Context: an optimization exercise on an open-source flow, tuned for small area, a short achievable clock period and few clock cycles. The choices shown serve that exercise and are no tape-out recipe. In this exercise RTL edits were held to simulation tests only and were not proved equivalent to the original. Power figures rest on the tool's default switching activity, not on a simulated workload.

run C:
Design axfc_rx, start of the top module:
module axfc_rx (
    input  wire       clk,
    input  wire       rst,
    input  wire       op_valid,
    output wire       op_ready,
    input  wire [3:0] op_code,
    input  wire [8:0] op_arg,
    output reg        rsp_valid,
    output reg  [3:0] rsp_status,
    output reg  [8:0] rsp_len,
    output reg  [7:0] rsp_addr,
    output reg  [7:0] rsp_plen,
    output reg  [7:0] rsp_cmd,
    output reg  [7:0] rsp_ck,
    output reg  [7:0] rsp_expected,
    output reg        rsp_ck_ok,
    output reg  [7:0] rsp_data,
    input  wire       t_open,
    input  wire       rx_valid,
    input  wire [7:0] rx_data,
    output wire       rx_ready
);
Size in the first run: roughly 2,500 flip-flops, ~91 I/O pins, roughly 96,000 µm² of cells after synthesis.
export LEC_CHECK = 0
export CAP_MARGIN = 20
export CORE_MARGIN = 2
export CORE_UTILIZATION = 45
export CTS_BUF_LIST = sky130_fd_sc_hd__clkbuf_16
export CTS_CLUSTER_DIAMETER = 60
export CTS_CLUSTER_SIZE = 30
export SLEW_MARGIN = 20
export SYNTH_MEMORY_MAX_BITS = 8192
create_clock -name core_clock -period 12.0 [get_ports {clk}]
standard.sh (not shown) runs the stock make flow with config.mk's settings and CLKGATE_MAP_FILE= SYNTH_SCRIPT=/design/flow/synth_recipe.tcl, a recipe that flattens the netlist after the stock synthesis.
==> flow/flow/run.sh <==
#!/bin/bash
# The standard layout (the standard.sh: ORFS synthesis through finish,
# unchanged), with one difference: the buffers that ORFS puts on every input
# and output port are sky130_fd_sc_hd__buf_4 instead of the delay cell
# buffer_ports picks by default. Each ORFS step keeps its own log under
# orfs/logs/; the make output as a whole goes to standard.log.
set -euo pipefail
export BUFFER_PORTS_ARGS="-buffer_cell sky130_fd_sc_hd__buf_4"
bash standard.sh > standard.log 2>&1
Testbench counts of run C, summed over its fixed seeds: cycles 193,586.
--- input diff run C..run B ---
# run C
export LEC_CHECK = 0
export CAP_MARGIN = 20
export CORE_MARGIN = 2
export CORE_UTILIZATION = 45
export CTS_BUF_LIST = sky130_fd_sc_hd__clkbuf_16
export CTS_CLUSTER_DIAMETER = 60
export CTS_CLUSTER_SIZE = 30
export SLEW_MARGIN = 20
export SYNTH_MEMORY_MAX_BITS = 8192
create_clock -name core_clock -period 12.0 [get_ports {clk}]
# run B
export LEC_CHECK = 0
export CAP_MARGIN = 60
export CORE_MARGIN = 2
export CORE_UTILIZATION = 45
export CTS_BUF_LIST = sky130_fd_sc_hd__clkbuf_16
export CTS_CLUSTER_DIAMETER = 60
export CTS_CLUSTER_SIZE = 30
export SLEW_MARGIN = 60
export SYNTH_MEMORY_MAX_BITS = 8192
create_clock -name core_clock -period 12.0 [get_ports {clk}]
Findings:
- Run B went all the way through the flow, and no timing, DRC or antenna check failed.
- The lower fraction of power consumed by combinational cells of run B and run C is in run C.
- In run B the post-placement setup slack turned out 49 ps higher than in run C.
- Cell leakage power: run B vs run C up 2.5%
- Max final area across run B and run C: run B
- Run B vs run C — count of clock-buffer cells in the layout climbed slightly
- Run B has combinational power above what run C had.
- Run B ended with more non-clock buffer count than run C.

========
Setup of rev 12:
Another version of the RTL of axfc_rx (not shown whole).
Size in the first run: about 2500 flip-flops, ~91 I/O pins, ~96000 sq um of cells after synthesis.
==> flow/config.mk <==
export PLATFORM = sky130hd
export DESIGN_NAME = axfc_rx
export DESIGN_NICKNAME = axfc_rx
export VERILOG_FILES = /design/flow/design.v
export SDC_FILE = /design/flow/constraint.sdc
export NUM_CORES = 4
export LEC_CHECK = 0
export CAP_MARGIN = 60
export CORE_MARGIN = 2
export CORE_UTILIZATION = 45
export CTS_BUF_LIST = sky130_fd_sc_hd__clkbuf_16
export CTS_CLUSTER_DIAMETER = 60
export CTS_CLUSTER_SIZE = 30
export SLEW_MARGIN = 60
export SYNTH_MEMORY_MAX_BITS = 8192
==> flow/constraint.sdc <==
create_clock -name core_clock -period 12.0 [get_ports {clk}]
set_input_delay 2.4000 -clock core_clock [delete_from_list [all_inputs] [get_ports {clk}]]
set_output_delay 2.4000 -clock core_clock [all_outputs]
set_load 0.01 [all_outputs]
Scripts as last shown in full above: flow/flow/run.sh
Rev 12: all stages complete, timing, DRC and antenna checks passed
Testbench counts of rev 12, summed over its fixed seeds: cycles 193,586.
Input-level comparison between rev 13 and rev 12:
--- a/flow/config.mk
+++ b/flow/config.mk
@@ -7,3 +7,3 @@
 export LEC_CHECK = 0
-export CAP_MARGIN = 60
+export CAP_MARGIN = 20
 export CORE_MARGIN = 2
@@ -13,3 +13,3 @@
 export CTS_CLUSTER_SIZE = 30
-export SLEW_MARGIN = 60
+export SLEW_MARGIN = 20
 export SYNTH_MEMORY_MAX_BITS = 8192
Average wire length per cell after detail routing: rev 13 higher than rev 12. Summary: with rev 12 as the reference, total clock buffers created by CTS in rev 13 moved up slightly. Rev 12 → rev 13: clock skew went up by 8.0 ps; worst path required time went up by 3130 ps; clock power went up by about 2%; area occupied by multi-input gates went down by about 7%; final cycle utilization of the critical path went up by 4.1 points.

## port drivers added, routing unchanged
No port has a modelled driver above. Below, the same layouts with a new extraction and two added sets of constraints. Step 1 sets driving cells, clkbuf_16 on the clock port and buf_2 on the other inputs (assumed; they add their load-dependent delay and slew). Step 2 moves the port delays by t, midway between the first and last clock arrival at a register: inputs arrive t later, outputs are due t later. That takes back most of the time a late clock gives input paths. Slacks: no drivers / after step 1 / after step 2; pairs: no drivers / after step 1.
| run | t, ns | setup slack, ns | hold WS [ns] | worst setup path after step 2 | pins driven straight from the clock port |
|---|---|---|---|---|---|
| run C | 0.950 | 7.752 / 7.769 / 6.874 | 0.428 / 0.428 / 0.428 | input to register | 1 |
| run B | 0.940 | 7.805 / 7.752 / 6.930 | 0.423 / 0.423 / 0.423 | input to register | 1 |
| rev 12 | 0.925 | 7.839 / 7.751 / 7.296 | 0.426 / 0.426 / 0.426 | input to register | 1 |
| rev 13 | 0.933 | 7.349 / 7.423 / 6.489 | 0.421 / 0.421 / 0.421 | input to register | 1 |
After both steps setup and hold are still met in every run listed. The setup slack of run C, which loses most, moves by +0.017 ns with the drivers and by -0.878 ns with both steps.
